What follows belongs to an exercise in optimizing a design on an open flow for small area; a production flow would make more cautious choices.
The RTL was checked by simulation tests, not by an equivalence proof against the original design.
Power and IR drop assume default switching activity.

File: flow/flow/run.sh
#!/bin/bash
# Standard layout, with two changes: clock tree synthesis without dummy
# loads, with clkbuf_8 leaf clusters and clkbuf_4 tree buffers, and
# unit-size port buffers.
export CTS_ARGS="-sink_clustering_enable -repair_clock_nets -dont_use_dummy_load -sink_clustering_size 20 -sink_clustering_max_diameter 60 -buf_list sky130_fd_sc_hd__clkbuf_8 -tree_buf sky130_fd_sc_hd__clkbuf_4"
export BUFFER_PORTS_ARGS="-buffer_cell sky130_fd_sc_hd__buf_1"
bash standard.sh > standard.log 2>&1
rc=$?
tail -20 standard.log
exit $rc
File: flow/standard.sh
#!/bin/bash
# synth_recipe.tcl (not shown) runs the flow's synth.tcl, then flattens the netlist and writes it again
# the make line also repeats each setting of config.mk as NAME=value (left out here)
make -C /OpenROAD-flow-scripts/flow DESIGN_CONFIG=/design/flow/config.mk WORK_HOME=/design/flow/orfs CLKGATE_MAP_FILE= SYNTH_SCRIPT=/design/flow/synth_recipe.tcl "${@:-finish}"
File: flow/config.mk
export PLATFORM = sky130hd
export DESIGN_NAME = modbus_slave
export DESIGN_NICKNAME = modbus_slave
export VERILOG_FILES = /design/flow/design.v
export SDC_FILE = /design/flow/constraint.sdc
export NUM_CORES = 4
export LEC_CHECK = 0
export CAP_MARGIN = 20
export CORE_MARGIN = 2
export CORE_UTILIZATION = 55
export SLEW_MARGIN = 20
File: flow/constraint.sdc
create_clock -name core_clock -period 10.0 [get_ports {clk}]
set_input_delay 2.0000 -clock core_clock [delete_from_list [all_inputs] [get_ports {clk}]]
set_output_delay 2.0000 -clock core_clock [all_outputs]
set_load 0.01 [all_outputs]
File: flow/design.v
module modbus_slave (
    input  wire        clk,
    input  wire        rst,
    input  wire        start,
    input  wire [15:0] cfg_nb_reg,
    input  wire [7:0]  cfg_slave_addr,
    output wire        busy,
    output reg         done,
    output wire [15:0] status,
    input  wire        tick,
    input  wire        rx_valid,
    input  wire [7:0]  rx_data,
    output wire        rx_ready,
    output wire        tx_valid,
    output reg  [7:0]  tx_data,
    input  wire        tx_ready,
    input  wire        tx_idle,
    output wire        de,
    output reg  [15:0] rt_addr,
    output wire        rt_re,
    output wire        rt_we,
    output wire [15:0] rt_wdata,
    input  wire [15:0] rt_rdata,
    output wire        rt_busy
);
    localparam [2:0] C_UNDEFINED  = 3'd7;   
    localparam [2:0] C_ILL_FUNC   = 3'd6;   
    localparam [2:0] C_ILL_ADDR   = 3'd5;   
    localparam [2:0] C_ILL_VALUE  = 3'd4;   
    localparam [2:0] C_NOT_FOR_US = 3'd3;   
    localparam [2:0] C_RX_TIMEOUT = 3'd2;   
    localparam [3:0] S_IDLE   = 4'd0;
    localparam [3:0] S_RX     = 4'd2;
    localparam [3:0] S_FLUSH  = 4'd3;
    localparam [3:0] S_CHECK  = 4'd4;    
    localparam [3:0] S_WRITE  = 4'd5;    
    localparam [3:0] S_TXDE   = 4'd8;    
    localparam [3:0] S_TXHDR  = 4'd9;    
    localparam [3:0] S_RDREQ  = 4'd10;   
    localparam [3:0] S_RDCAP  = 4'd11;   
    localparam [3:0] S_TXHI   = 4'd12;   
    localparam [3:0] S_TXLO   = 4'd13;   
    localparam [3:0] S_TXCRC  = 4'd14;   
    localparam [3:0] S_TXWAIT = 4'd15;   
    function [15:0] crc_byte;
        input [15:0] c;
        input [7:0]  b;
        integer k;
        reg [15:0] t;
        begin
            t = c ^ {8'h00, b};
            for (k = 0; k < 8; k = k + 1)
                t = t[0] ? ((t >> 1) ^ 16'hA001) : (t >> 1);
            crc_byte = t;
        end
    endfunction
    reg [3:0]  state;
    reg [8:0]  idx;           
    reg [4:0]  tcnt;          
    reg        flush_seen;
    reg        is_ucast;
    reg        is_wr;         
    reg        hv;            
    reg [7:0]  hdr_byte;
    reg [2:0]  pcode;         
    reg [15:0] crc;
    reg [15:0] loop_cnt;      
    reg        st_neg;
    reg [8:0]  st_val;
    assign status = st_neg ? {13'h1FFF, st_val[2:0]} : {7'd0, st_val};
    reg [4:0]   rc;                   
    reg [7:0]   hold [0:7];
    reg [255:0] lane [0:7];
    wire [7:0]  head [0:7];
    wire        row0 = (rc == 5'd0);
    wire [4:0] rd    = rc - idx[7:3];         
    wire [1:0] pm_b  = rd[4:3] + 2'd1;        
    wire [3:0] en_a  = (rd[2:0] == 3'd0) ? (4'd1 << rd[4:3]) : 4'd0;
    wire [3:0] en_b  = (rd[2:0] == 3'd7) ? (4'd1 << pm_b) : 4'd0;
    wire       st_en = (state == S_RX) && rx_valid;
    genvar q, m;
    generate
        for (q = 0; q < 8; q = q + 1) begin : g_lane
            wire [3:0]   en = (q <= idx[2:0]) ? en_a : en_b;
            wire [255:0] nx;
            assign head[q]  = en[0] ? hold[q] : lane[q][255:248];
            assign nx[7:0]  = ~head[q];
            for (m = 1; m < 32; m = m + 1) begin : g_st
                if (m == 8 || m == 24)
                    assign nx[8*m +: 8] = en[m / 8] ? hold[q] : ~lane[q][8*m-8 +: 8];
                else if (m == 16)
                    assign nx[8*m +: 8] = ~(en[m / 8] ? hold[q] : lane[q][8*m-8 +: 8]);
                else
                    assign nx[8*m +: 8] = lane[q][8*m-8 +: 8];
            end
            always @(posedge clk) begin
                lane[q] <= nx;
                if (q == 1 && state == S_RDCAP)
                    hold[q] <= rt_rdata[15:8];
                else if (q == 1 && state == S_TXHDR && !hv && row0)
                    hold[q] <= hdr_byte;
                else if (q == 7 && state == S_RDCAP)
                    hold[q] <= rt_rdata[7:0];
                else if (st_en && idx[2:0] == ((q + 7) % 8))
                    hold[q] <= rx_data;
            end
        end
    endgenerate
    wire [7:0]  b0 = hold[1];             
    wire [7:0]  f_b1 = head[2];
    wire [15:0] f_addr  = {head[3], head[4]};
    wire [15:0] f_count = {head[5], head[6]};
    wire [8:0]  wj     = crc[8:0];
    wire        w_late = wj[8] | (wj[7] & (|wj[6:0]));    
    wire        w_ok   = w_late || (rc == wj[6:2]);
    assign rt_wdata = {head[{wj[1:0], 1'b0}], head[{wj[1:0], 1'b1}]};
    assign busy     = (state != S_IDLE);
    assign rx_ready = (state[3:1] == 3'b001);
    assign de       = state[3];
    wire   txs      = (state == S_TXHDR) || (state == S_TXHI) || (state == S_TXLO) ||
                      (state == S_TXCRC);
    assign tx_valid = txs && ((state != S_TXHDR) || hv);
    assign rt_we    = (state == S_WRITE) && (loop_cnt != 16'd0) && w_ok;
    assign rt_re    = (state == S_RDREQ);
    assign rt_busy  = (state == S_WRITE) || (state == S_RDREQ) || (state == S_RDCAP) ||
                      (state == S_TXHI) || (state == S_TXLO);
    wire rx_byte = rx_ready && rx_valid;
    wire rx_tick = rx_ready && tick;
    wire tx_fire = tx_valid && tx_ready;
    wire rsp_exc = (pcode != 3'd0);
    always @(*) begin
        case (tcnt[2:0])
            3'd0: hdr_byte = cfg_slave_addr;
            3'd1: hdr_byte = rsp_exc ? (f_b1 | 8'h80) : f_b1;
            3'd2: hdr_byte = rsp_exc ? {6'd0, ~pcode[1:0]} :
                             is_wr   ? head[3] : {head[6][6:0], 1'b0};
            3'd3: hdr_byte = head[4];
            3'd4: hdr_byte = head[5];
            default: hdr_byte = head[6];
        endcase
    end
    wire hdr_last = (!rsp_exc && is_wr) ? (tcnt[2:0] == 3'd5) : (tcnt[2:0] == 3'd2);
    always @(*) begin
        case (state)
            S_TXHDR:  tx_data = hold[1];
            S_TXHI:   tx_data = hold[1];
            S_TXLO:   tx_data = hold[7];
            default:  tx_data = tcnt[0] ? crc[15:8] : crc[7:0];
        endcase
    end
    wire [15:0] crc_nx    = crc_byte(crc, rx_ready ? rx_data : tx_data);
    wire [4:0]  tcnt_next = tcnt + 5'd1;
    reg         pend;
    wire        sub_lo = idx[0];
    wire [7:0]  sub_a  = sub_lo ? rt_addr[7:0] : rt_addr[15:8];
    wire [8:0]  sub    = {1'b0, sub_a} - {1'b0, rx_data} - {8'd0, idx[2] & !sub_lo & pend};
    wire        bfail  = rsp_exc || (pend && rt_addr[15:8] == 8'd0);
    always @(posedge clk) begin
        if (rst)
            rc <= 5'd0;
        else
            rc <= rc + 5'd1;
    end
    always @(posedge clk) begin
        if (rst) begin
            state  <= S_IDLE;
            st_neg <= 1'b0;
            st_val <= 9'd0;
            done   <= 1'b0;
        end else begin
            done <= 1'b0;
            case (state)
            S_IDLE: begin
                if (start) begin
                    rt_addr  <= cfg_nb_reg;    
                    state    <= S_RX;
                    idx      <= 9'd0;
                    loop_cnt <= 16'd16;
                    tcnt     <= 5'd0;
                    pcode    <= 3'd0;
                    crc      <= 16'hFFFF;
                end
            end
            S_RX: begin
                if (rx_byte) begin
                    crc        <= crc_nx;
                    idx        <= idx + 9'd1;
                    loop_cnt   <= loop_cnt - 16'd1;
                    tcnt       <= rx_tick ? 5'd1 : 5'd0;
                    flush_seen <= !rx_tick;
                    if (idx == 9'd1) begin
                        is_ucast <= (b0 != 8'd0);
                        is_wr    <= (rx_data == 8'h10);
                        if (!((b0 == 8'd0) ||
                              ((b0 == cfg_slave_addr) && (cfg_slave_addr <= 8'd247)))) begin
                            pcode <= C_NOT_FOR_US;
                            state <= S_FLUSH;
                        end else if (rx_data != 8'h03 && rx_data != 8'h10) begin
                            pcode <= (b0 != 8'd0) ? C_ILL_FUNC : C_UNDEFINED;
                            state <= S_FLUSH;
                        end
                    end
                    if (idx[8:3] == 6'd0 && (idx[2] ^ idx[1])) begin
                        if (sub_lo) begin
                            rt_addr[7:0] <= sub[7:0];
                            pend         <= sub[8];
                        end else begin
                            rt_addr[15:8] <= sub[7:0];
                            if (sub[8])
                                pcode <= C_ILL_ADDR;
                        end
                    end
                    if (is_wr && idx == 9'd6) begin
                        if (rx_data >= 8'd248) begin
                            pcode <= is_ucast ? C_ILL_VALUE : C_UNDEFINED;
                            state <= S_FLUSH;
                        end
                        loop_cnt <= {8'd0, rx_data};
                    end
                    if (is_wr ? (loop_cnt[8:0] == 9'h1FF) : (idx == 9'd7)) begin
                        if (crc_nx == 16'h0000) begin
                            state <= S_CHECK;
                        end else begin
                            pcode <= C_UNDEFINED;
                            state <= S_FLUSH;
                        end
                    end
                end else if (rx_tick) begin
                    if (tcnt[3:0] == 4'd9) begin
                        st_neg <= 1'b1;
                        st_val <= {6'd0, C_RX_TIMEOUT};
                        done   <= 1'b1;
                        state  <= S_IDLE;
                    end else begin
                        tcnt <= tcnt_next;
                    end
                end
            end
            S_FLUSH: begin
                if (rx_tick) begin
                    tcnt <= tcnt_next;
                    if ((!flush_seen && !rx_byte) || tcnt_next == 5'd30) begin
                        if (pcode[2] && !pcode[0]) begin
                            state <= S_TXDE;
                        end else begin
                            st_neg <= 1'b1;
                            st_val <= {6'd0, pcode};
                            done   <= 1'b1;
                            state  <= S_IDLE;
                        end
                    end else begin
                        flush_seen <= 1'b0;
                    end
                end else if (rx_byte) begin
                    flush_seen <= 1'b1;
                end
            end
            S_CHECK: begin
                if (row0) begin
                    rt_addr  <= f_addr;
                    loop_cnt <= f_count;
                    crc[8:0] <= 9'd4;
                    if (bfail) begin
                        pcode <= C_ILL_ADDR;
                        if (is_ucast) begin
                            state <= S_TXDE;
                        end else begin
                            st_neg <= 1'b1;
                            st_val <= {6'd0, C_ILL_ADDR};
                            done   <= 1'b1;
                            state  <= S_IDLE;
                        end
                    end else if (is_wr) begin
                        state <= S_WRITE;
                    end else if (is_ucast) begin
                        state <= S_TXDE;
                    end else begin
                        st_neg <= 1'b0;
                        st_val <= idx;
                        done   <= 1'b1;
                        state  <= S_IDLE;
                    end
                end
            end
            S_WRITE: begin
                if (loop_cnt != 16'd0) begin
                    if (w_ok) begin
                        loop_cnt <= loop_cnt - 16'd1;
                        rt_addr  <= rt_addr + 16'd1;
                        crc[8:0] <= wj + 9'd1;
                    end
                end else if (is_ucast) begin
                    state <= S_TXDE;
                end else begin
                    st_neg <= 1'b0;
                    st_val <= idx;
                    done   <= 1'b1;
                    state  <= S_IDLE;
                end
            end
            S_TXDE: begin
                crc   <= 16'hFFFF;
                tcnt  <= 5'd0;
                hv    <= 1'b0;
                state <= S_TXHDR;
            end
            S_TXHDR: begin
                if (!hv) begin
                    if (row0)
                        hv <= 1'b1;
                end else if (tx_fire) begin
                    hv   <= 1'b0;
                    crc  <= crc_nx;
                    tcnt <= tcnt_next;
                    if (hdr_last) begin
                        tcnt <= 5'd0;
                        if (!rsp_exc && !is_wr && loop_cnt != 16'd0)
                            state <= S_RDREQ;
                        else
                            state <= S_TXCRC;
                    end
                end
            end
            S_RDREQ: begin
                state <= S_RDCAP;
            end
            S_RDCAP: begin
                rt_addr  <= rt_addr + 16'd1;
                loop_cnt <= loop_cnt - 16'd1;
                state    <= S_TXHI;
            end
            S_TXHI: begin
                if (tx_fire) begin
                    crc   <= crc_nx;
                    state <= S_TXLO;
                end
            end
            S_TXLO: begin
                if (tx_fire) begin
                    crc   <= crc_nx;
                    state <= (loop_cnt != 16'd0) ? S_RDREQ : S_TXCRC;
                end
            end
            S_TXCRC: begin
                if (tx_fire) begin
                    tcnt <= 5'd1;
                    if (tcnt[0])
                        state <= S_TXWAIT;
                end
            end
            S_TXWAIT: begin
                if (tx_idle) begin
                    st_neg <= rsp_exc;
                    st_val <= rsp_exc ? {6'd0, pcode} : idx;
                    done   <= 1'b1;
                    state  <= S_IDLE;
                end
            end
            default: state <= S_IDLE;
            endcase
        end
    end
endmodule
==> flow_summary_export.csv, run 1 <==
group,metric,value,unit
power_and_ir_drop,p_sw_share,23.0,%
critical_path,arrival,5.87,ns
critical_path,crit_chain,"ha_1 > inv_1 > fa_1 > a21o_1 > a21oi_2 > xnor2_2 > and4b_1 > mux2i_2 > mux2i_1 > o22ai_1 > nor3_1 > a21oi_1 > buf_1",
global_route,grt_pass1_vias,27054,
logic_synthesis,synth_area_per_cell,14.9,um^2
logic_synthesis,synth_seq_cells,2202,
layout,final_layout_size_suffix_gt1_share,6.18,%
timing,hold_viol_final,0,
floorplanning,initial_core_util,55.6,%
timing,setup_ws,2.13,ns
clocking,clk_path_buf_depth,3,
floorplanning,core_area,0.0984,mm^2
floorplanning,die_w,319,um
logic_synthesis,synth_top_area_share,75.7,%
critical_path,worst_ep_required_time,8.00,ns
global_route,grt-ovfl-total,0,
worst_hold_path,worstHoldEndpoint,"lane[6][15]$_DFF_P_",
timing,max_freq,127,MHz
placement,io_buffers,118,
critical_path,r2r_slack,4.85,ns
power_and_ir_drop,leakage,23.4,nW
timing,fin_crit_sh,78.7,%
logic_synthesis,synth-main-ff-cell,"dfxtp_1",
worst_hold_path,hold_depth,0,
power_and_ir_drop,ir_drop,0.201,mV
logic_synthesis,synth_nets,3774,
layout,layout_commonest_cell,"dfxtp_1",
layout,n_fill_cell,7713,
clocking,post_cts_buffers,0,
timing,finClkSkew,0.135,ns
timing,max-slew-margin-rel,18.2,%
logic_synthesis,synthCells,3674,
worst_hold_path,min_path_type,"reg -> reg",
route,first_pass_iters,6,
clocking,cts_resized,0,
logic_synthesis,synth_area_leaders,"dfxtp_1 76%, edfxtp_1 7.4%, mux2i_1 3.3%",
power_and_ir_drop,powerDensity,279,mW/mm^2
logic_synthesis,synth_area,0.0547,mm^2
route,ant_nets,0,
worst_hold_path,worstHoldStart,"lane[6][7]$_DFF_P_",
status,outcome,"complete, no violations",
critical_path,slowest_delay,1.01,ns
floorplanning,pin_count,119,
layout,utilization,59.6,%
placement,gp_congestion,0.943,
global_route,grt_max_degree,37,
critical_path,startpoint_type,"flop",
route,drt_iter0_drc,2165,
route,vias,27026,
critical_path,r2r_end,"hold[1][1]$_DFFE_PP_",
power_and_ir_drop,p_sw,0.00376,W
timing,tns,0,ns
clocking,cts_tree,"built",
placement,dp_hpwl,88.4,mm
floorplanning,dieHeight,319,um
critical_path,slowest_stage,"and4b_1",
logic_synthesis,synth-edff-count,134,
logic_synthesis,yosys_warnings,3,
critical_path,critical_path_buf_inv_count,2,
critical_path,cp-end-kind,"output port",
critical_path,path_class,"reg -> out",
clocking,clkSinkCount,2202,
power_and_ir_drop,seqPwrFrac,71.7,%
job,max-cap-violations,0,
critical_path,cp_top_family,"simple AND/OR/NAND/NOR gates",
route,drc,0,
power_and_ir_drop,p_int,0.0126,W
clocking,cts-root-buf,"clkbuf_8",
placement,pre_cts_ws,3.20,ns
critical_path,crit-reg2reg-launch,"idx[3]$_SDFFCE_PN0P_",
clocking,insertion_delay,0.92,ns
critical_path,crit_fanout,14,
power_and_ir_drop,p_clk_share,21.9,%
route,wl_per_cell,24.1,um
timing,rsz0062_at_grt,"false",
logic_synthesis,netlist.top_cell.by_area,"dfxtp_1",
clocking,hold_buffers,0,
timing,worst_pin_slew,1.23,ns
global_route,antenna_found_initial,16,
route,routed_wl,125,mm
clocking,cts_buffers,140,
floorplanning,die_area,0.102,mm^2
placement,place_area,0.0568,mm^2
timing,fin_crit,7.87,ns
clocking,clk_pin_slew_worst_paths,0.12,ns
clocking,htree_levels,4,
layout,final_cell_mix,"2,068 x dfxtp_1, 190 x nand2_1, 187 x nor2_1, 177 x mux2i_1, 134 x edfxtp_1",
critical_path,reg2reg_depth,12,
timing,finalSetupViolCount,0,
global_route,grt_pass1_wl,182,mm
global_route,grt_use_total,24.6,%
timing,finalMaxSlewViolations,0,
floorplanning,num_rows,115,
logic_synthesis,synth_cell_types,78,
layout,nNetsFinal,3986,
layout,final_area,0.0586,mm^2
logic_synthesis,ys_seq_area_share,83.1,%
logic_synthesis,synthArstFlopShare,0,%
power_and_ir_drop,finalPower,0.0163,W
route,viasPerCell,5.22,
power_and_ir_drop,combPwrFrac,6.4,%
layout,synthToLayoutAreaGrowth,7.18,%
## metrics by stage
step	instances	hold WS, ns
after floorplan	3674	0.310
after global placement	5029	0.310
after detailed placement	5030	0.312
after CTS	5170	0.239
after global routing	5177	0.225
final	5179	0.238
## sequential cells by signal, indices dropped and copies added (netlist names)
register / count
state: 4
flush_seen: 1
crc: 16
hv: 1
lane: 2048
is_ucast: 1
st_val: 9
pend: 1
tcnt: 5
rt_addr: 16
hold: 64
is_wr: 1
pcode: 3
loop_cnt: 16
rc: 5
done: 1
st_neg: 1
idx: 9
## cell type report
type	count	area (um^2)	share of cell area (%)
clock buffers	140	1830	3.12
well taps	1287	1610	2.75
repair buffers	173	853	1.46
diodes	8	20.0	0.0342
inverters	50	188	0.320
flip-flops and latches	2202	45400	77.5
multi-input cells	1319	8690	14.8
## power groups by stage
stage                     clock (W)  combinational [W]  sequential, W
after global placement            0           0.000999         0.0119
after floorplan                   0           0.000640         0.0115
after CTS                   0.00370            0.00102         0.0118
final                       0.00358            0.00104         0.0117
after global routing        0.00402            0.00111         0.0119
after detailed placement          0            0.00102         0.0119
## synth_stat cells, types with 42 or more instances
library cell and instances:
o21ai_0 114, nand3_1 42, nor2_1 187, ha_1 42, clkbuf_1 78, dfxtp_1 2068, nand2_1 190, xnor2_1 51
a21oi_1 120, mux2i_1 183, inv_1 48, edfxtp_1 134
## worst max-delay path by stage
stage	start	endpoint	slack, ns	cells past startpoint
after floorplan	idx[3]$_SDFFCE_PN0P_	rt_wdata[6]	4.67	13
after detailed placement	idx[3]$_SDFFCE_PN0P_	rt_wdata[15]	3.20	13
after CTS	idx[3]$_SDFFCE_PN0P_	rt_wdata[15]	2.20	13
after global routing	idx[3]$_SDFFCE_PN0P_	rt_wdata[15]	2.05	13
after global placement	idx[3]$_SDFFCE_PN0P_	rt_wdata[15]	3.35	13
final	idx[3]$_SDFFCE_PN0P_	rt_wdata[15]	2.13	13
## routing by layer
layer / up-vias / global-route usage (%) / share of wire, %
li1: 12546 / - / -
met1: 13413 / 35.2 / 47
met2: 810 / 37.0 / 43
met3: 243 / 5.42 / 6.6
met4: 14 / 8.61 / 3.3
met5: - / 0 / 0.075
## cell families after synthesis
logic type / Yosys count / synth area share, %
xor gates and xnor gates: 86 / 1.39
muxes: 195 / 3.64
DFF: 2202 / 83.1
and+or+nand+nor: 566 / 4.71
buffers and inverters: 153 / 1.16
adders and majority gates: 45 / 1.07
AOI/OAI and AO/OA: 427 / 4.95
==> inputs of run 2 (changes only) <==
--- a/flow/config.mk
+++ b/flow/config.mk
@@ -7,5 +7,5 @@
 export LEC_CHECK = 0
 export CAP_MARGIN = 20
 export CORE_MARGIN = 2
-export CORE_UTILIZATION = 55
+export CORE_UTILIZATION = 50
 export SLEW_MARGIN = 20
==> flow_summary_export.csv, run 2 <==
group,metric,value,unit
power_and_ir_drop,p_sw,0.00372,W
job,max-cap-violations,0,
floorplanning,core_area,0.109,mm^2
timing,finClkSkew,0.110,ns
route,wl_per_cell,22.8,um
placement,dp_cells,5164,
layout,largestRegisters,"lane (2048), hold (64)",
layout,largest_register_ffs,2048,
worst_hold_path,hold_depth,0,
logic_synthesis,synth_top_area_share,75.7,%
critical_path,critical_path_buf_inv_count,4,
clocking,cts-root-buf,"clkbuf_8",
layout,n_fill_cell,8945,
critical_path,worst_ep_required_time,8.00,ns
clocking,insertion_delay,0.93,ns
power_and_ir_drop,powerDensity,277,mW/mm^2
power_and_ir_drop,combPwrFrac,6.3,%
layout,synthToLayoutAreaGrowth,7.50,%
logic_synthesis,synth_area,0.0547,mm^2
route,routed_wl,121,mm
route,vias,26820,
placement,dp_hpwl,86.1,mm
layout,layout.cells.non_filler,5312,
floorplanning,die_w,335,um
floorplanning,initial_core_util,50.3,%
timing,max-slew-margin-rel,32.3,%
timing,rsz0062_at_grt,"false",
layout,nNetsFinal,3991,
logic_synthesis,netlist.top_cell.by_area,"dfxtp_1",
clocking,clk_path_buf_depth,3,
timing,fin_crit_sh,74.0,%
floorplanning,pin_count,119,
placement,gp_congestion,0.923,
critical_path,arrival,5.40,ns
logic_synthesis,synth-main-ff-cell,"dfxtp_1",
logic_synthesis,synth_area_per_cell,14.9,um^2
route,first_pass_iters,7,
worst_hold_path,min_path_type,"reg -> reg",
timing,fin_crit,7.40,ns
logic_synthesis,synth_area_leaders,"dfxtp_1 76%, edfxtp_1 7.4%, mux2i_1 3.3%",
power_and_ir_drop,seqPwrFrac,71.7,%
logic_synthesis,synth_cell_types,78,
timing,worst_pin_slew,1.01,ns
logic_synthesis,synthArstFlopShare,0,%
timing,tns,0,ns
clocking,post_cts_buffers,0,
logic_synthesis,yosys_warnings,3,
clocking,clkSinkCount,2202,
clocking,cts_resized,0,
logic_synthesis,synth-edff-count,134,
route,viasPerCell,5.05,
critical_path,slowest_stage,"mux2i_1",
logic_synthesis,synth_nets,3774,
clocking,cts_tree,"built",
logic_synthesis,synth.top_cells.by_count,"2,068 x dfxtp_1, 190 x nand2_1, 187 x nor2_1",
power_and_ir_drop,ir_drop,0.164,mV
critical_path,crit_cells,14,
critical_path,cp_common_cell,"inv_1",
power_and_ir_drop,p_int,0.0126,W
power_and_ir_drop,leakage,23.4,nW
route,drc,0,
clocking,clk_pin_slew_worst_paths,0.11,ns
critical_path,startpoint_type,"flop",
route,drt_iter0_drc,2271,
logic_synthesis,ys_seq_area_share,83.1,%
global_route,antenna_found_initial,13,
clocking,cts_buffers,139,
critical_path,path_class,"reg -> out",
floorplanning,dieHeight,335,um
critical_path,cp_top_family,"multiplexers",
critical_path,reg2reg_depth,18,
global_route,grt_pass1_vias,25433,
critical_path,crit_chain,"ha_1 > inv_1 > fa_1 > xor2_1 > nor3b_1 > inv_1 > a211oi_4 > buf_4 > mux2_2 > mux2i_1 > o22ai_1 > nor3_1 > a21oi_1 > buf_1",
global_route,grt_pass1_wl,174,mm
floorplanning,num_rows,121,
power_and_ir_drop,p_clk_share,21.9,%
timing,finalMaxSlewViolations,0,
logic_synthesis,synth.most_common_cell,"dfxtp_1",
clocking,hold_buffers,0,
floorplanning,die_area,0.112,mm^2
timing,max_freq,135,MHz
logic_synthesis,synth_seq_cells,2202,
layout,final_layout_size_suffix_gt1_share,6.22,%
global_route,grt_max_degree,37,
logic_synthesis,synthCells,3674,
layout,regMostFlops,"lane",
critical_path,crit_fanout,14,
global_route,grt_use_total,21.6,%
power_and_ir_drop,p_sw_share,22.8,%
layout,final_cell_mix,"2,068 x dfxtp_1, 190 x nand2_1, 187 x nor2_1, 181 x mux2i_1, 134 x edfxtp_1",
timing,hold_viol_final,0,
critical_path,cp-end-kind,"output port",
global_route,grt-ovfl-total,0,
placement,io_buffers,118,
layout,layout_commonest_cell,"dfxtp_1",
clocking,htree_levels,4,
critical_path,slowest_delay,0.68,ns
route,ant_nets,0,
timing,finalSetupViolCount,0,
status,outcome,"complete, no violations",
run 2: routing by layer:
layer / vias to the layer above / GRT usage [%] / wire, um
met5: - / 0 / 62
met4: 10 / 8.43 / 4650
met3: 266 / 4.85 / 8930
met2: 889 / 31.2 / 50300
met1: 13088 / 31.7 / 57300
li1: 12567 / - / -
run 2: cells by family after synthesis:
| family | Yosys count | synth area share [%] |
|---|---|---|
| xor+xnor | 86 | 1.39 |
| fa+ha+maj | 45 | 1.07 |
| flops | 2202 | 83.1 |
| simple gates | 566 | 4.71 |
| compound gates | 427 | 4.95 |
| buf+inv | 153 | 1.16 |
| mux | 195 | 3.64 |
run 2: cell type report:
class / count / area, um^2 / share of cell area (%)
well taps: 1414 / 1770 / 3.01
inverters: 50 / 188 / 0.319
repair buffers: 179 / 901 / 1.53
multi-input cells: 1319 / 8670 / 14.7
flip-flops and latches: 2202 / 45400 / 77.3
diodes: 9 / 22.5 / 0.0383
clock buffers: 139 / 1810 / 3.08
run 2: worst register-to-register path, stage by stage, from the launching register on:
cell,delay [ns]
dfxtp_1,0.46
buf_4,0.31
nor2b_1,0.41
nand2_2,0.25
inv_1,0.40
and2_1,0.20
a31oi_1,0.06
xnor2_1,0.39
xnor2_1,0.21
xnor2_1,0.17
xnor2_1,0.16
ha_1,0.28
xor2_1,0.16
nor4bb_1,0.41
nand4_1,0.14
nor2_1,0.18
o211ai_1,0.15
nand2_1,0.14
a41oi_1,0.11
run 2: per-stage QoR:
stage / util, % / cell area [um^2] / worst slack, ns / hold slack, ns / power (W)
6_report: 54.1 / 58800 / 2.60 / 0.258 / 0.0163
5_1_grt: 54.1 / 58800 / 2.30 / 0.236 / 0.0170
4_1_cts: 54.1 / 58800 / 2.62 / 0.245 / 0.0165
3_5_place_dp: 52.4 / 56900 / 3.61 / 0.312 / 0.0129
3_3_place_gp: 52.4 / 56900 / 3.65 / 0.309 / 0.0129
2_1_floorplan: - / 54700 / 4.67 / 0.310 / 0.0122
run 2: path summary, 6_finish.rpt:
check        slack (ns)                   from             endpoint
max                2.60   idx[3]$_SDFFCE_PN0P_          rt_wdata[4]
min                0.26    lane[3][82]$_DFF_P_  lane[3][90]$_DFF_P_
max reg2reg        5.03  state[1]$_SDFFE_PP0P_   pcode[2]$_DFFE_PP_
min reg2reg        0.26    lane[3][82]$_DFF_P_  lane[3][90]$_DFF_P_
run 2: power by group through the flow:
stage	combinational [W]	clock (W)	sequential, W
after floorplan	0.000640	0	0.0115
after CTS	0.00102	0.00372	0.0117
final	0.00103	0.00358	0.0117
after detailed placement	0.00101	0	0.0119
after global routing	0.00111	0.00403	0.0119
after global placement	0.00100	0	0.0119
==> inputs of run 3 (changes only) <==
==> flow/flow/run.sh (replaced) <==
#!/bin/bash
# Standard layout, with two changes: clock tree synthesis without dummy
# loads, with clkbuf_8 leaf clusters and clkbuf_2 tree buffers, and
# unit-size port buffers.
export CTS_ARGS="-sink_clustering_enable -repair_clock_nets -dont_use_dummy_load -sink_clustering_size 20 -sink_clustering_max_diameter 60 -buf_list sky130_fd_sc_hd__clkbuf_8 -tree_buf sky130_fd_sc_hd__clkbuf_2"
export BUFFER_PORTS_ARGS="-buffer_cell sky130_fd_sc_hd__buf_1"
bash standard.sh > standard.log 2>&1
rc=$?
tail -20 standard.log
exit $rc
--- a/flow/config.mk
+++ b/flow/config.mk
@@ -7,5 +7,5 @@
 export LEC_CHECK = 0
 export CAP_MARGIN = 20
 export CORE_MARGIN = 2
-export CORE_UTILIZATION = 50
+export CORE_UTILIZATION = 55
 export SLEW_MARGIN = 20
==> flow_summary_export.csv, run 3 <==
group,metric,value,unit
floorplanning,die_area,0.102,mm^2
logic_synthesis,synth_compound_area_share,4.95,%
logic_synthesis,synth_top_family_by_area,"compound AO/OA/AOI/OAI gates",
logic_synthesis,synthXorXnorAreaFrac,1.39,%
critical_path,crit_end,"rt_wdata[15]",
global_route,grt_use_total,24.6,%
clocking,clkSinkCount,2202,
timing,finalMaxSlewViolations,0,
logic_synthesis,synthArstFlopShare,0,%
timing,worst_pin_slew,1.22,ns
logic_synthesis,synth_top_area_share,75.7,%
route,wl_per_cell,24.0,um
logic_synthesis,synth_nets,3774,
timing,max-slew-margin-rel,18.5,%
clocking,cts_resized,0,
logic_synthesis,yosys.area_share.adder,1.07,%
clocking,hold_buffers,0,
critical_path,worst_ep_required_time,8.00,ns
clocking,insertion_delay,1.04,ns
critical_path,crit-reg2reg-launch,"idx[3]$_SDFFCE_PN0P_",
logic_synthesis,yosys.area_share.simple,4.71,%
critical_path,cp-end-kind,"output port",
critical_path,crit_fanout,14,
timing,finalSetupViolCount,0,
layout,seq_area,0.0454,mm^2
logic_synthesis,synth_area_leaders,"dfxtp_1 76%, edfxtp_1 7.4%, mux2i_1 3.3%",
critical_path,startpoint_type,"flop",
route,wl_met1,57.8,mm
logic_synthesis,synth_area,0.0547,mm^2
timing,tns,0,ns
critical_path,arrival,5.91,ns
layout,synthToLayoutAreaGrowth,7.13,%
critical_path,r2r_end,"hold[1][1]$_DFFE_PP_",
critical_path,r2r_slack,4.88,ns
job,max-cap-violations,0,
placement,dp_cells,5030,
logic_synthesis,synth-main-ff-cell,"dfxtp_1",
logic_synthesis,synth.top_cells.by_count,"2,068 x dfxtp_1, 190 x nand2_1, 187 x nor2_1",
clocking,cts_tree,"built",
layout,largest_register_ffs,2048,
floorplanning,num_rows,115,
power_and_ir_drop,powerDensity,278,mW/mm^2
timing,fin_crit,7.91,ns
route,first_pass_iters,6,
logic_synthesis,yosys_warnings,3,
placement,gp_congestion,0.943,
global_route,grt_pass1_vias,27029,
critical_path,path_class,"reg -> out",
critical_path,crit_start,"idx[3]$_SDFFCE_PN0P_",
worst_hold_path,min_path_type,"reg -> reg",
timing,hold_viol_final,0,
route,route.met2.wl,54.2,mm
timing,max_freq,126,MHz
route,top_layer_used,"met5",
logic_synthesis,synth_area_per_cell,14.9,um^2
route,met3_length,8.41,mm
floorplanning,die_w,319,um
clocking,clk_path_buf_depth,3,
layout,multi_input_area,0.00869,mm^2
layout,layout.cells.non_filler,5183,
route,viasPerCell,5.20,
floorplanning,core_area,0.0984,mm^2
timing,finClkSkew,0.195,ns
global_route,grt-ovfl-total,0,
logic_synthesis,synth.most_common_cell,"dfxtp_1",
clocking,cts_buffers,140,
route,ant_nets,0,
critical_path,reg2reg_depth,12,
layout,layout_commonest_cell,"dfxtp_1",
placement,io_buffers,118,
route,drt_iter0_drc,2139,
global_route,grt_pass1_wl,182,mm
layout,largestRegisters,"lane (2048), hold (64)",
placement,dp_hpwl,88.4,mm
logic_synthesis,netlist.top_cell.by_area,"dfxtp_1",
logic_synthesis,synth-edff-count,134,
clocking,post_cts_buffers,0,
layout,regMostFlops,"lane",
timing,fin_crit_sh,79.1,%
layout,nNetsFinal,3986,
global_route,antenna_found_initial,16,
logic_synthesis,ys_seq_area_share,83.1,%
floorplanning,pin_count,119,
power_and_ir_drop,leakage,23.4,nW
logic_synthesis,synth_seq_cells,2202,
layout,final_layout_size_suffix_gt1_share,6.18,%
status,outcome,"complete, no violations",
clocking,htree_levels,4,
floorplanning,initial_core_util,55.6,%
route,vias,26960,
logic_synthesis,synthMuxAreaShare,3.64,%
timing,rsz0062_at_grt,"false",
route,drc,0,
floorplanning,dieHeight,319,um
layout,final_cell_mix,"2,068 x dfxtp_1, 190 x nand2_1, 187 x nor2_1, 177 x mux2i_1, 134 x edfxtp_1",
logic_synthesis,synthCells,3674,
clocking,clk_pin_slew_worst_paths,0.12,ns
global_route,grt_max_degree,37,
logic_synthesis,synth_cell_types,78,
power_and_ir_drop,ir_drop,0.201,mV
layout,n_fill_cell,7726,
clocking,cts-root-buf,"clkbuf_8",
route,routed_wl,125,mm
[run 3: cell counts after synthesis]
No cell type changed its count.
[run 3: power by group]
group          switching, W  internal, W  total (W)
Clock               0.00240      0.00114    0.00354
Combinational      0.000676     0.000362    0.00104
Sequential         0.000677       0.0110     0.0117
Total               0.00376       0.0125     0.0163
[run 3: critical path, stage by stage, from the launching register on]
cell and delay [ns]:
edfxtp_1 0.52, ha_1 0.23, inv_1 0.06, fa_1 0.40
a21o_1 0.19, a21oi_2 0.18, xnor2_2 0.21, and4b_1 0.97
mux2i_2 0.49, mux2i_1 0.66, o22ai_1 0.17, nor3_1 0.49
a21oi_1 0.18, buf_1 0.19
[run 3: how the worst min path moves through the flow]
stage | end | slack (ns) | from | depth (start not counted)
after global routing | lane[6][12]$_DFF_P_ | 0.18 | lane[6][4]$_DFF_P_ | 0
after floorplan | lane[0][100]$_DFF_P_ | 0.31 | lane[0][92]$_DFF_P_ | 0
after global placement | lane[0][127]$_DFF_P_ | 0.31 | lane[0][119]$_DFF_P_ | 0
final | lane[6][15]$_DFF_P_ | 0.20 | lane[6][7]$_DFF_P_ | 0
after CTS | lane[6][12]$_DFF_P_ | 0.20 | lane[6][4]$_DFF_P_ | 0
after detailed placement | lane[0][34]$_DFF_P_ | 0.31 | lane[0][26]$_DFF_P_ | 0
[run 3: cells by family after synthesis]
| group | Yosys count |
|---|---|
| flops | 2202 |
| simple gates | 566 |
| compound gates | 427 |
| mux | 195 |
| buf+inv | 153 |
| xor+xnor | 86 |
| fa+ha+maj | 45 |
[run 3: cell type report]
cell class | instances | share of cell area [%]
sequential | 2202 | 77.5
multi-input combinational | 1319 | 14.8
clock buffer | 140 | 3.05
tap | 1287 | 2.75
timing repair buffer | 173 | 1.46
inverter | 50 | 0.320
antenna | 12 | 0.0513
[run 3: metrics by stage]
step / worst slack [ns] / cell area, um^2 / utilization, % / total power, W / hold WS, ns
detailed placement: 3.20 / 56800 / 57.7 / 0.0129 / 0.312
floorplan: 4.67 / 54700 / - / 0.0122 / 0.310
finish: 2.09 / 58600 / 59.5 / 0.0163 / 0.203
global placement: 3.35 / 56700 / 57.6 / 0.0129 / 0.310
CTS: 2.09 / 58500 / 59.5 / 0.0164 / 0.197
global route: 1.92 / 58600 / 59.5 / 0.0170 / 0.177
[run 3: routing by layer]
| layer | vias up | GRT usage [%] |
|---|---|---|
| met4 | 14 | 8.47 |
| met5 | - | 0 |
| met3 | 236 | 5.44 |
| li1 | 12562 | - |
| met1 | 13319 | 35.2 |
| met2 | 829 | 37.1 |
==> inputs of run 4 (changes only) <==
--- a/flow/design.v
+++ b/flow/design.v
@@ -72,7 +72,6 @@
     reg [7:0]   hold [0:7];
     reg [255:0] lane [0:7];
     wire [7:0]  head [0:7];
-    wire        row0 = (rc == 5'd0);
     wire [4:0] rd    = rc - idx[7:3];         
     wire [1:0] pm_b  = rd[4:3] + 2'd1;        
     wire [3:0] en_a  = (rd[2:0] == 3'd0) ? (4'd1 << rd[4:3]) : 4'd0;
@@ -84,12 +83,10 @@
             wire [3:0]   en = (q <= idx[2:0]) ? en_a : en_b;
             wire [255:0] nx;
             assign head[q]  = en[0] ? hold[q] : lane[q][255:248];
-            assign nx[7:0]  = ~head[q];
+            assign nx[7:0]  = head[q];
             for (m = 1; m < 32; m = m + 1) begin : g_st
-                if (m == 8 || m == 24)
-                    assign nx[8*m +: 8] = en[m / 8] ? hold[q] : ~lane[q][8*m-8 +: 8];
-                else if (m == 16)
-                    assign nx[8*m +: 8] = ~(en[m / 8] ? hold[q] : lane[q][8*m-8 +: 8]);
+                if (m % 8 == 0)
+                    assign nx[8*m +: 8] = en[m / 8] ? hold[q] : lane[q][8*m-8 +: 8];
                 else
                     assign nx[8*m +: 8] = lane[q][8*m-8 +: 8];
             end
@@ -110,6 +107,7 @@
     wire [7:0]  f_b1 = head[2];
     wire [15:0] f_addr  = {head[3], head[4]};
     wire [15:0] f_count = {head[5], head[6]};
+    wire        row0 = (rc == 5'd0);
     wire [8:0]  wj     = crc[8:0];
     wire        w_late = wj[8] | (wj[7] & (|wj[6:0]));    
     wire        w_ok   = w_late || (rc == wj[6:2]);
@@ -122,8 +120,7 @@
     assign tx_valid = txs && ((state != S_TXHDR) || hv);
     assign rt_we    = (state == S_WRITE) && (loop_cnt != 16'd0) && w_ok;
     assign rt_re    = (state == S_RDREQ);
-    assign rt_busy  = (state == S_WRITE) || (state == S_RDREQ) || (state == S_RDCAP) ||
-                      (state == S_TXHI) || (state == S_TXLO);
+    assign rt_busy  = busy && !rx_ready;
     wire rx_byte = rx_ready && rx_valid;
     wire rx_tick = rx_ready && tick;
     wire tx_fire = tx_valid && tx_ready;
==> flow/flow/run.sh (replaced) <==
#!/bin/bash
# Standard layout, with two changes: clock tree synthesis without dummy
# loads, with clkbuf_8 leaf clusters and clkbuf_4 tree buffers, and
# unit-size port buffers.
export CTS_ARGS="-sink_clustering_enable -repair_clock_nets -dont_use_dummy_load -sink_clustering_size 18 -sink_clustering_max_diameter 40 -buf_list sky130_fd_sc_hd__clkbuf_8 -tree_buf sky130_fd_sc_hd__clkbuf_4"
export BUFFER_PORTS_ARGS="-buffer_cell sky130_fd_sc_hd__buf_1"
bash standard.sh > standard.log 2>&1
rc=$?
tail -20 standard.log
exit $rc
==> flow_summary_export.csv, run 4 <==
group,metric,value,unit
logic_synthesis,synth.top_cells.by_count,"2,068 x dfxtp_1, 245 x mux2_2, 134 x edfxtp_1",
global_route,grt-ovfl-total,0,
layout,regMostFlops,"lane",
floorplanning,dieHeight,321,um
route,ant_nets,0,
clocking,hold_buffers,0,
timing,rsz0062_at_grt,"false",
worst_hold_path,worstHoldStart,"lane[1][8]$_DFF_P_",
placement,gp_congestion,0.926,
timing,max-slew-margin-rel,20.7,%
critical_path,crit_fanout,11,
critical_path,critical_path_buf_inv_count,2,
placement,dp_hpwl,92.3,mm
logic_synthesis,synth_nets,3642,
critical_path,r2r_end,"hold[1][7]$_DFFE_PP_",
worst_hold_path,min_path_type,"reg -> reg",
clocking,cts_resized,0,
critical_path,slowest_stage,"a21oi_2",
floorplanning,num_rows,116,
power_and_ir_drop,p_clk_share,23.8,%
timing,finClkSkew,0.165,ns
placement,io_buffers,118,
layout,n_fill_cell,7651,
status,outcome,"complete, no violations",
floorplanning,die_area,0.103,mm^2
clocking,cts_tree,"built",
power_and_ir_drop,p_sw_share,23.1,%
floorplanning,pin_count,119,
critical_path,startpoint_type,"flop",
worst_hold_path,worstHoldEndpoint,"lane[1][16]$_DFF_P_",
logic_synthesis,synth_cell_types,91,
critical_path,crit-reg2reg-launch,"idx[3]$_SDFFCE_PN0P_",
critical_path,reg2reg_depth,11,
clocking,insertion_delay,0.99,ns
logic_synthesis,synth.most_common_cell,"dfxtp_1",
logic_synthesis,netlist.top_cell.by_area,"dfxtp_1",
route,wl_per_cell,25.3,um
route,routed_wl,129,mm
floorplanning,die_w,321,um
route,vias,26691,
clocking,cts-root-buf,"clkbuf_8",
route,viasPerCell,5.23,
critical_path,crit_chain,"ha_1 > inv_1 > fa_1 > xor2_1 > and3b_2 > or4b_4 > a21oi_2 > mux2i_1 > mux2_2 > a222oi_1 > mux2i_1 > buf_1",
logic_synthesis,yosys_warnings,3,
timing,fin_crit,7.79,ns
power_and_ir_drop,p_int,0.0129,W
layout,nNetsFinal,3898,
route,drc,0,
logic_synthesis,synth_top_area_share,74.9,%
route,first_pass_iters,6,
power_and_ir_drop,powerDensity,280,mW/mm^2
critical_path,path_class,"reg -> out",
global_route,grt_pass1_wl,187,mm
timing,finalMaxSlewViolations,0,
critical_path,cp-end-kind,"output port",
timing,hold_viol_final,0,
clocking,clk_path_buf_depth,3,
logic_synthesis,synth_area_leaders,"dfxtp_1 75%, edfxtp_1 7.3%, mux2_2 5.0%",
layout,final_cell_mix,"2,068 x dfxtp_1, 245 x mux2_2, 163 x clkbuf_8, 134 x edfxtp_1, 129 x nand2_1",
power_and_ir_drop,combPwrFrac,7.3,%
critical_path,slowest_delay,0.76,ns
layout,largestRegisters,"lane (2048), hold (64)",
global_route,grt_use_total,25.4,%
job,max-cap-violations,0,
power_and_ir_drop,leakage,23.7,nW
layout,synthToLayoutAreaGrowth,7.93,%
timing,fin_crit_sh,77.9,%
timing,tns,0,ns
worst_hold_path,hold_depth,0,
timing,max_freq,128,MHz
layout,largest_register_ffs,2048,
critical_path,arrival,5.79,ns
floorplanning,core_area,0.0999,mm^2
floorplanning,initial_core_util,55.4,%
power_and_ir_drop,seqPwrFrac,68.9,%
route,drt_iter0_drc,2280,
logic_synthesis,synth-main-ff-cell,"dfxtp_1",
timing,finalSetupViolCount,0,
layout,final_layout_size_suffix_gt1_share,13.9,%
logic_synthesis,synth_area,0.0553,mm^2
clocking,post_cts_buffers,0,
layout,final_area,0.0597,mm^2
critical_path,cp_top_family,"multiplexers",
placement,place_area,0.0573,mm^2
clocking,cts_buffers,179,
logic_synthesis,synth_seq_cells,2202,
global_route,antenna_found_initial,14,
clocking,htree_levels,4,
global_route,grt_max_degree,39,
critical_path,cp_common_cell,"mux2i_1",
clocking,clkSinkCount,2202,
timing,worst_pin_slew,1.19,ns
logic_synthesis,synth_area_per_cell,15.6,um^2
logic_synthesis,ys_seq_area_share,82.1,%
critical_path,r2r_slack,4.76,ns
clocking,clk_pin_slew_worst_paths,0.06,ns
logic_synthesis,synthCells,3543,
critical_path,worst_ep_required_time,8.00,ns
power_and_ir_drop,ir_drop,0.203,mV
layout,layout_commonest_cell,"dfxtp_1",
global_route,grt_pass1_vias,27309,
logic_synthesis,synth-edff-count,134,
logic_synthesis,synthArstFlopShare,0,%
power_and_ir_drop,p_sw,0.00387,W
## run 4: changes by cell type in the layout (fill, tap and decap cells not counted), moves of 10 or more
cell / before / now
a222oi_1: 1 / 18
o21ai_0: 114 / 64
a21oi_1: 118 / 64
o22ai_1: 41 / 8
o221ai_1: 19 / 5
buf_4: 54 / 44
clkbuf_8: 124 / 163
clkbuf_2: 16 / 0
mux2i_1: 177 / 55
nand2_1: 190 / 129
a22oi_1: 10 / 23
nor2_1: 187 / 102
mux2_2: 5 / 245
clkbuf_4: 0 / 16
## run 4: cells by family (layout without fill, tap and decap cells)
logic type	count (synthesis)	count (layout)	synth area share, %
AO/OA/AOI/OAI	318	318	3.93
adder cells (fa/ha/maj)	44	44	1.04
flip-flops	2202	2202	82.1
multiplexers	322	322	6.45
AND/OR/NAND/NOR	428	428	3.78
XOR/XNOR	87	87	1.42
buffers and inverters	142	396	1.25
other	0	10	0
## run 4: stage by stage
step / power (W) / hold WS [ns] / setup WS, ns / utilization (%) / std cells
after floorplan: 0.0121 / 0.310 / 4.71 / - / 3543
after detailed placement: 0.0129 / 0.312 / 3.18 / 57.4 / 4916
final: 0.0167 / 0.207 / 2.21 / 59.8 / 5105
after CTS: 0.0169 / 0.158 / 2.23 / 59.7 / 5095
after global placement: 0.0129 / 0.309 / 3.19 / 57.4 / 4916
after global routing: 0.0175 / 0.181 / 2.00 / 59.8 / 5103
## run 4: cell type report
cell class                      count  area (um^2)  share of cell area (%)
Multi-Input combinational cell   1199         9280                    15.5
Sequential cell                  2202        45400                    76.1
Tap cell                         1298         1620                    2.72
Timing Repair Buffer              162          773                    1.30
Inverter                           55          206                   0.346
Antenna cell                       10         25.0                  0.0419
Clock buffer                      179         2360                    3.96
## run 4: worst max-delay path by stage
stage                              end  slack (ns)  depth (start not counted)                  from
after detailed placement  rt_wdata[12]        3.18                         12  idx[3]$_SDFFCE_PN0P_
after global placement    rt_wdata[12]        3.19                         12  idx[3]$_SDFFCE_PN0P_
after global routing      rt_wdata[12]        2.00                         12  idx[3]$_SDFFCE_PN0P_
after CTS                 rt_wdata[12]        2.23                         12  idx[3]$_SDFFCE_PN0P_
final                     rt_wdata[12]        2.21                         12  idx[3]$_SDFFCE_PN0P_
after floorplan           rt_wdata[11]        4.71                         14      rc[0]$_SDFF_PP0_
## run 4: metal layers
metal  GRT usage (%)  up-vias  share of wire (%)
met5               0        -             0.0085
met4            9.01        2                3.3
met3            5.04      231                6.6
met2            38.9      968                 44
met1            36.2    13156                 46
li1                -    12334                  -
## run 4: power groups by stage
| stage | registers [W] | clock network, W | logic, W |
|---|---|---|---|
| floorplan | 0.0114 | 0 | 0.000771 |
| global placement | 0.0117 | 0 | 0.00119 |
| detailed placement | 0.0117 | 0 | 0.00120 |
| CTS | 0.0116 | 0.00410 | 0.00121 |
| global route | 0.0117 | 0.00444 | 0.00130 |
| finish | 0.0115 | 0.00398 | 0.00123 |

[port drivers added, routing unchanged]
Ports are ideal in the flow. The routed layouts listed here were re-timed in OpenROAD. Step 1 assumes that a clkbuf_16 drives the clock port and a buf_2 every other input. Step 2 moves the port delays by t, midway between the first and last clock arrival at a register: inputs arrive t later, outputs are due t later. That takes back most of the time a late clock gives input paths. Three values: no drivers, after step 1, after step 2; two values: the first two.
| run | t, ns | slack for setup (ns) | clock arrival spread, ns |
|---|---|---|---|
| run 1 | 0.912 | 2.132 / 2.066 / 2.979 | 0.151 / 0.151 |
| run 2 | 0.943 | 2.602 / 2.533 / 3.476 | 0.111 / 0.112 |
| run 3 | 1.004 | 2.086 / 2.020 / 3.024 | 0.211 / 0.210 |
| run 4 | 0.969 | 2.208 / 2.142 / 3.111 | 0.168 / 0.167 |
After both steps every run listed still meets setup and hold.
